From an optimization exercise on the open Yosys and OpenROAD flow, aimed at small area, a short achievable clock period and few clock cycles per item; shortcuts taken in it are not production practice.
Only simulation tests tie the RTL to the original design; equivalence was not proved.

==> cedar <==
==> flow/design.v <==
module fcrl (
    input             clk,
    input             rst,           
    input             op_valid,
    output            op_ready,
    input      [31:0] opw,
    input      [31:0] now,
    output reg        res_valid,
    output reg [1:0]  res_st,
    output reg [3:0]  res_reason,
    output reg [31:0] res_data
);
    localparam [7:0]  START     = 8'h02;
    localparam [7:0]  END_B     = 8'h03;
    localparam [3:0] OP_RXFEED = 4'h1, OP_RXPOLL = 4'h2,
                     OP_TXPWR = 4'h3, OP_TXENC = 4'h4, OP_TXFRD = 4'h5,
                     OP_RXFRD = 4'h6, OP_CSRRD = 4'h7, OP_RLSET = 4'h8,
                     OP_RLADV = 4'h9, OP_RLRD = 4'hA, OP_ESTOP = 4'hB,
                     OP_ESTOPCLR = 4'hC, OP_SRESET = 4'hF;
    localparam [1:0] ST_DONE = 2'd0, ST_COMPLETE = 2'd1, ST_INVALID = 2'd2,
                     ST_REFUSED = 2'd3;
    localparam [3:0] R_NONE = 4'd0, R_TIMEOUT = 4'd1, R_OVERFLOW = 4'd2,
                     R_BAD_END = 4'd3, R_CHECKSUM = 4'd4, R_ILLEGAL_OP = 4'd8,
                     R_BAD_INDEX = 4'd9, R_BAD_LENGTH = 4'd10,
                     R_BAD_CHANNEL = 4'd11;
    function [7:0] crc8_byte;
        input [7:0] c;
        input [7:0] b;
        integer k;
        reg [7:0] x;
        begin
            x = c ^ b;
            for (k = 0; k < 8; k = k + 1)
                x = x[7] ? ((x << 1) ^ 8'h07) : (x << 1);
            crc8_byte = x;
        end
    endfunction
    reg         a_v;
    reg  [31:0] a_op;
    reg  [31:0] a_now;
    reg         rdy;
    assign op_ready = rdy;
    wire [3:0]  code = a_op[31:28];
    wire [3:0]  ch   = a_op[27:24];
    wire [7:0]  idx  = a_op[23:16];
    wire [15:0] val  = a_op[15:0];
    wire [7:0]  b    = a_op[7:0];
    reg         rx_state;
    reg  [4:0]  rx_count;
    reg  [7:0]  rx_cmd;
    reg  [4:0]  rx_len;           
    reg         rx_big;           
    reg  [7:0]  rx_pay [0:15];    
    reg  [7:0]  rx_crc;           
    reg  [31:0] rx_last;
    reg  [15:0] cnt_framing;
    reg  [15:0] cnt_checksum;
    reg         rxf_valid;
    reg  [7:0]  rxf_cmd;
    reg  [4:0]  rxf_len;
    reg  [7:0]  rxf_pay [0:15];
    reg  [7:0]  txp [0:15];
    reg  [7:0]  txf_pay [0:15];   
    reg  [7:0]  txf_cmd;
    reg  [4:0]  txf_l;            
    reg         txf_v;            
    reg  [7:0]  tx_crc;           
    reg  [4:0]  tx_pos;           
    reg         tx_busy;
    reg         pend;             
    reg  [6:0]  target [0:2];
    reg  [6:0]  actual [0:2];
    reg         estop;
    wire ex      = a_v & ~pend;
    wire is_feed = (code == OP_RXFEED);
    wire is_poll = (code == OP_RXPOLL);
    wire is_pwr  = (code == OP_TXPWR);
    wire is_enc  = (code == OP_TXENC);
    wire is_frd  = (code == OP_TXFRD);
    wire is_rrd  = (code == OP_RXFRD);
    wire is_csr  = (code == OP_CSRRD);
    wire is_set  = (code == OP_RLSET);
    wire is_adv  = (code == OP_RLADV);
    wire is_rlrd = (code == OP_RLRD);
    wire is_est  = (code == OP_ESTOP);
    wire is_estc = (code == OP_ESTOPCLR);
    wire is_srst = (code == OP_SRESET);
    wire is_ill  = (code == 4'hD) | (code == 4'hE);
    reg  rst_r;
    always @(posedge clk) rst_r <= rst;
    wire clr     = rst_r | (ex & is_srst);
    wire [24:0] t_xh  = a_now[31:7];
    wire [24:0] t_yh  = rx_last[31:7];
    wire [7:0]  t_dl  = {1'b0, a_now[6:0]} - {1'b0, rx_last[6:0]};
    wire [24:0] t_dx  = t_xh ^ t_yh;
    wire [23:0] t_run = (t_yh[23:0] & t_dx[23:0]) ^ t_dx[24:1];
    wire        t_hi  = t_dl[7] ? (t_dx[0] & (t_run == 24'd0)) : (t_dx == 25'd0);
    wire        t_near = t_hi & (t_dl[6:0] <= 7'd100);
    wire        timed_out = rx_state & ~t_near;
    wire        in_frame  = rx_state & ~timed_out;
    wire        overflow  = in_frame & (rx_count == 5'd21);
    wire        store     = in_frame & ~overflow;
    wire        at_end    = ~rx_big & ({1'b0, rx_count} == {1'b0, rx_len} + 6'd4);
    wire        expected  = store & at_end;
    wire        b_end     = (b == END_B);
    wire        crc_ok    = (rx_crc == 8'h00);
    wire        bad_end   = expected & ~b_end;
    wire        bad_crc   = expected & b_end & ~crc_ok;
    wire        good      = expected & b_end & crc_ok;
    wire feed   = ex & is_feed;
    wire framing_inc  = (feed & (timed_out | overflow | bad_end)) |
                        (ex & is_poll & timed_out);
    wire checksum_inc = feed & bad_crc;
    wire        enc_ok   = (idx <= 8'd16);
    wire        enc      = ex & is_enc & enc_ok;
    wire        frd_use  = ex & is_frd;
    wire [3:0]  tsel     = frd_use ? idx[3:0] : tx_pos[3:0];
    wire [7:0]  tbyte    = txf_pay[tsel];
    wire        tx_step  = tx_busy & (tsel == tx_pos[3:0]);
    wire [4:0]  crcpos   = txf_l + 5'd3;
    wire        frd_wait = frd_use & tx_busy & (idx == {3'b0, crcpos});
    wire        busy_n   = ~clr & (enc ? (idx[4:0] != 5'd0) :
                                   (tx_busy & ~(tx_step & (tx_pos == txf_l + 5'd2))));
    wire [4:0]  crcpos_n = enc ? (idx[4:0] + 5'd3) : crcpos;
    wire        pend_n   = ~rst & (pend ? tx_busy : frd_wait);
    wire        acc      = op_valid & rdy;
    wire        in_frd   = (opw[31:28] == OP_TXFRD) & (opw[23:16] == {3'b0, crcpos_n});
    wire signed [15:0] pct = val;
    wire [6:0] set_val = estop            ? 7'd0 :
                         (pct < 0)        ? 7'd0 :
                         (pct > 16'sd100) ? 7'd100 : pct[6:0];
    function [6:0] ramp;
        input [6:0] a;
        input [6:0] t;
        input [6:0] up;
        input [6:0] dn;
        reg   [7:0] d;
        begin
            d = {1'b0, t} - {1'b0, a};
            if (d[7] ? (d >= 8'd0 - {1'b0, dn}) : (d <= {1'b0, up}))
                ramp = t;
            else if (d[7])
                ramp = a - dn;
            else
                ramp = a + up;
        end
    endfunction
    wire ch_ok = (ch < 4'd3);
    reg [1:0]  r_st;
    reg [3:0]  r_reason;
    reg [31:0] r_data;
    always @* begin
        r_st     = ST_DONE;
        r_reason = R_NONE;
        r_data   = 32'd0;
        case (code)
            OP_RXFEED: begin
                if (timed_out) begin
                    r_st = ST_INVALID; r_reason = R_TIMEOUT;
                end else if (overflow) begin
                    r_st = ST_INVALID; r_reason = R_OVERFLOW;
                end else if (bad_end) begin
                    r_st = ST_INVALID; r_reason = R_BAD_END;
                end else if (bad_crc) begin
                    r_st = ST_INVALID; r_reason = R_CHECKSUM;
                end else if (good) begin
                    r_st = ST_COMPLETE;
                    r_data = {16'd0, 3'd0, rx_len, rx_cmd};
                end
            end
            OP_RXPOLL: begin
                if (timed_out) begin
                    r_st = ST_INVALID; r_reason = R_TIMEOUT;
                end
            end
            OP_TXPWR: begin
                if (idx >= 8'd16) begin
                    r_st = ST_REFUSED; r_reason = R_BAD_INDEX;
                end
            end
            OP_TXENC: begin
                if (!enc_ok) begin
                    r_st = ST_REFUSED; r_reason = R_BAD_LENGTH;
                end else
                    r_data = {24'd0, idx + 8'd5};
            end
            OP_TXFRD: begin
                if (!txf_v || idx >= {3'b0, txf_l} + 8'd5) begin
                    r_st = ST_REFUSED; r_reason = R_BAD_INDEX;
                end else if (idx == 8'd0)
                    r_data = {24'd0, START};
                else if (idx == 8'd1)
                    r_data = {24'd0, txf_cmd};
                else if (idx == 8'd2)
                    r_data = {27'd0, txf_l};
                else if (idx == {3'b0, crcpos})
                    r_data = {24'd0, tx_crc};
                else if (idx == {3'b0, crcpos} + 8'd1)
                    r_data = {24'd0, END_B};
                else
                    r_data = {24'd0, tbyte};
            end
            OP_RXFRD: begin
                if (!rxf_valid || idx >= {3'b0, rxf_len}) begin
                    r_st = ST_REFUSED; r_reason = R_BAD_INDEX;
                end else
                    r_data = {24'd0, rxf_pay[idx[3:0]]};
            end
            OP_CSRRD: begin
                case (idx)
                    8'h00: r_data = {16'd0, 3'd0, rx_count, 5'd0, estop, rxf_valid, rx_state};
                    8'h01: r_data = {16'd0, cnt_framing};
                    8'h02: r_data = {16'd0, cnt_checksum};
                    8'h03: r_data = {16'd0, 3'd0, rxf_len, rxf_cmd};
                    8'h04: r_data = txf_v ? {27'd0, txf_l + 5'd5} : 32'd0;
                    8'h05: r_data = rx_last;
                    8'h08: r_data = {16'd0, END_B, START};
                    8'h09: r_data = 32'h00031510;
                    8'h0A: r_data = 32'd100;
                    8'h10: r_data = 32'h00000102;
                    8'h11: r_data = 32'h00000505;
                    8'h12: r_data = 32'h00000A0A;
                    default: begin r_st = ST_REFUSED; r_reason = R_BAD_INDEX; end
                endcase
            end
            OP_RLSET: begin
                if (!ch_ok) begin
                    r_st = ST_REFUSED; r_reason = R_BAD_CHANNEL;
                end else
                    r_data = {25'd0, set_val};
            end
            OP_RLRD: begin
                if (!ch_ok) begin
                    r_st = ST_REFUSED; r_reason = R_BAD_CHANNEL;
                end else
                    r_data = {17'd0, target[ch[1:0]], 1'b0, actual[ch[1:0]]};
            end
            4'hD, 4'hE: begin
                r_st = ST_REFUSED; r_reason = R_ILLEGAL_OP;
            end
            default: ;
        endcase
    end
    always @(posedge clk) begin
        a_op  <= opw;
        a_now <= now;
        if (rst) begin
            a_v       <= 1'b0;
            rdy       <= 1'b1;
            pend      <= 1'b0;
            res_valid <= 1'b0;
        end else begin
            a_v  <= acc;
            pend <= pend_n;
            rdy  <= ~(busy_n & (pend_n | (acc & in_frd)));
            res_valid <= (ex & ~frd_wait) | (pend & ~tx_busy);
            if (pend) begin
                res_st     <= ST_DONE;
                res_reason <= R_NONE;
                res_data   <= {24'd0, tx_crc};
            end else if (ex) begin
                res_st     <= r_st;
                res_reason <= r_reason;
                res_data   <= r_data;
            end
        end
    end
    integer k;
    always @(posedge clk) begin
        if (clr) begin
            rx_state     <= 1'b0;
            rx_count     <= 5'd0;
            rx_last      <= 32'd0;
            cnt_framing  <= 16'd0;
            cnt_checksum <= 16'd0;
            rxf_valid    <= 1'b0;
            rxf_cmd      <= 8'd0;
            rxf_len      <= 5'd0;
        end else begin
            if (framing_inc && cnt_framing != 16'hFFFF)
                cnt_framing <= cnt_framing + 16'd1;
            if (checksum_inc && cnt_checksum != 16'hFFFF)
                cnt_checksum <= cnt_checksum + 16'd1;
            if (ex & is_poll & timed_out) begin
                rx_state <= 1'b0;
                rx_count <= 5'd0;
            end
            if (feed) begin
                rx_last <= a_now;
                if (!in_frame) begin
                    rx_state <= (b == START);
                    rx_count <= (b == START) ? 5'd1 : 5'd0;
                end else if (overflow || expected) begin
                    rx_state <= 1'b0;
                    rx_count <= 5'd0;
                end else
                    rx_count <= rx_count + 5'd1;
                if (good) begin
                    rxf_valid <= 1'b1;
                    rxf_cmd   <= rx_cmd;
                    rxf_len   <= rx_len;
                end
            end
        end
    end
    always @(posedge clk) begin
        if (feed) begin
            if (!in_frame)
                rx_crc <= 8'h00;
            else
                rx_crc <= crc8_byte(rx_crc, b);
            if (store && rx_count == 5'd1)
                rx_cmd <= b;
            if (store && rx_count == 5'd2) begin
                rx_len <= b[4:0];
                rx_big <= (b > 8'd16);
            end
            for (k = 0; k < 16; k = k + 1)
                if (store && rx_count >= 5'd3 && rx_count <= 5'd18 && rx_count[3:0] == k)
                    rx_pay[k] <= b;
        end
        for (k = 0; k < 16; k = k + 1)
            if (feed & good)
                rxf_pay[k] <= rx_pay[(k + 3) % 16];
    end
    always @(posedge clk) begin
        for (k = 0; k < 16; k = k + 1)
            if (clr || (ex && is_pwr && idx == k))
                txp[k] <= clr ? 8'd0 : b;
        if (clr) begin
            txf_v   <= 1'b0;
            tx_busy <= 1'b0;
        end else if (enc) begin
            txf_v   <= 1'b1;
            tx_busy <= (idx[4:0] != 5'd0);
        end else if (tx_step && tx_pos == txf_l + 5'd2)
            tx_busy <= 1'b0;
    end
    always @(posedge clk) begin
        if (enc) begin
            for (k = 0; k < 16; k = k + 1)
                txf_pay[(k + 3) % 16] <= txp[k];
            txf_cmd <= b;
            txf_l   <= idx[4:0];
            tx_crc  <= crc8_byte(crc8_byte(8'h00, b), idx);
            tx_pos  <= 5'd3;
        end else if (tx_step) begin
            tx_crc  <= crc8_byte(tx_crc, tbyte);
            tx_pos  <= tx_pos + 5'd1;
        end
    end
    always @(posedge clk) begin
        if (clr) begin
            for (k = 0; k < 3; k = k + 1) begin
                target[k] <= 7'd0;
                actual[k] <= 7'd0;
            end
            estop <= 1'b0;
        end else if (ex) begin
            if (is_set && ch_ok)
                target[ch[1:0]] <= set_val;
            if (is_adv) begin
                actual[0] <= ramp(actual[0], target[0], 7'd2, 7'd1);
                actual[1] <= ramp(actual[1], target[1], 7'd5, 7'd5);
                actual[2] <= ramp(actual[2], target[2], 7'd10, 7'd10);
            end
            if (is_est) begin
                estop <= 1'b1;
                for (k = 0; k < 3; k = k + 1) begin
                    target[k] <= 7'd0;
                    actual[k] <= 7'd0;
                end
            end
            if (is_estc)
                estop <= 1'b0;
        end
    end
endmodule
==> flow/run.sh <==
#!/bin/bash
# synth_recipe.tcl (not shown) runs the flow's synth.tcl, then flattens the netlist and writes it again
# the make line also repeats each setting of config.mk as NAME=value (left out here)
make -C /OpenROAD-flow-scripts/flow DESIGN_CONFIG=/design/flow/config.mk WORK_HOME=/design/flow/orfs CLKGATE_MAP_FILE= SYNTH_SCRIPT=/design/flow/synth_recipe.tcl finish
==> flow/config.mk <==
export PLATFORM = sky130hd
export DESIGN_NAME = fcrl
export DESIGN_NICKNAME = fcrl
export VERILOG_FILES = /design/flow/design.v
export SDC_FILE = /design/flow/constraint.sdc
export NUM_CORES = 4
export LEC_CHECK = 0
export CAP_MARGIN = 20
export CORE_MARGIN = 2
export CORE_UTILIZATION = 40
export SLEW_MARGIN = 20
==> flow/constraint.sdc <==
create_clock -name core_clock -period 22.0 [get_ports {clk}]
set_input_delay 4.4000 -clock core_clock [delete_from_list [all_inputs] [get_ports {clk}]]
set_output_delay 4.4000 -clock core_clock [all_outputs]
set_load 0.01 [all_outputs]
==> xenon: changes against cedar <==
--- a/flow/design.v
+++ b/flow/design.v
@@ -87,15 +87,7 @@
     wire is_srst = (code == OP_SRESET);
     wire is_ill  = (code == 4'hD) | (code == 4'hE);
-    reg  rst_r;
-    always @(posedge clk) rst_r <= rst;
-    wire clr     = rst_r | (ex & is_srst);
-    wire [24:0] t_xh  = a_now[31:7];
-    wire [24:0] t_yh  = rx_last[31:7];
-    wire [7:0]  t_dl  = {1'b0, a_now[6:0]} - {1'b0, rx_last[6:0]};
-    wire [24:0] t_dx  = t_xh ^ t_yh;
-    wire [23:0] t_run = (t_yh[23:0] & t_dx[23:0]) ^ t_dx[24:1];
-    wire        t_hi  = t_dl[7] ? (t_dx[0] & (t_run == 24'd0)) : (t_dx == 25'd0);
-    wire        t_near = t_hi & (t_dl[6:0] <= 7'd100);
-    wire        timed_out = rx_state & ~t_near;
+    wire clr     = rst | (ex & is_srst);
+    wire [31:0] elapsed   = a_now - rx_last;
+    wire        timed_out = rx_state & (elapsed > 32'd100);
     wire        in_frame  = rx_state & ~timed_out;
     wire        overflow  = in_frame & (rx_count == 5'd21);
@@ -135,13 +127,11 @@
         input [6:0] up;
         input [6:0] dn;
-        reg   [7:0] d;
         begin
-            d = {1'b0, t} - {1'b0, a};
-            if (d[7] ? (d >= 8'd0 - {1'b0, dn}) : (d <= {1'b0, up}))
-                ramp = t;
-            else if (d[7])
-                ramp = a - dn;
+            if (a < t)
+                ramp = a + ((t - a < up) ? t - a : up);
+            else if (a > t)
+                ramp = a - ((a - t < dn) ? a - t : dn);
             else
-                ramp = a + up;
+                ramp = a;
         end
     endfunction
==> flow_summary.ini <==
[power]
p_seq_mw = 1.67
power_switching_uw = 781
p_clk_mw = 1.44

[global_routing]
track_usage_pct = 22.7
antenna_found_initial = 2

[place]
pre_cts_slack_ns = 15.88

[critical_path]
endpoint = res_data[31]
path_buf_inv = 1

[outcome]
outcome = complete, no violations

[final_layout]
fin_util_pct = 46.7
[end of results for cedar]
==> flow_summary.ini <==
[outcome]
outcome = complete, no violations

[power]
power_switching_uw = 824
p_clk_mw = 1.49

[place]
pre_cts_slack_ns = 14.93

[global_routing]
track_usage_pct = 22.4

[critical_path]
endpoint = txp[6][3]$_DFFE_PP_

[final_layout]
fin_util_pct = 46.2
[end of results for xenon]
Testbench counts of cedar, summed over its fixed seeds: cycles 32,016, ops 32,000.
Testbench counts of xenon, summed over its fixed seeds: cycles 32,016, ops 32,000.

## static timing again, ports no longer ideal
The results above use ideal ports. As a check the final layouts listed here were re-extracted and re-timed, cells and wires unchanged.
Step 1: set_driving_cell puts a clkbuf_16 on clk and a buf_2 on each other input, an assumption about the parent block.
Step 2 moves the port delays by t, midway between the first and last clock arrival at a register: inputs arrive t later, outputs are due t later. That takes back most of the time a late clock gives input paths.
Slacks: ideal / step 1 / step 2; pairs: ideal / step 1.
| run | t, ns | setup slack, ns | worst slew at a driven data input, ns |
|---|---|---|---|
| cedar | 0.709 | 16.072 / 16.002 / 15.878 | 0.06 |
| xenon | 0.720 | 15.530 / 15.569 / 14.849 | 0.05 |
After both steps every run listed still meets setup and hold. For xenon, which loses most, drivers alone change the setup slack by +0.039 ns; drivers and shift together by -0.681 ns.
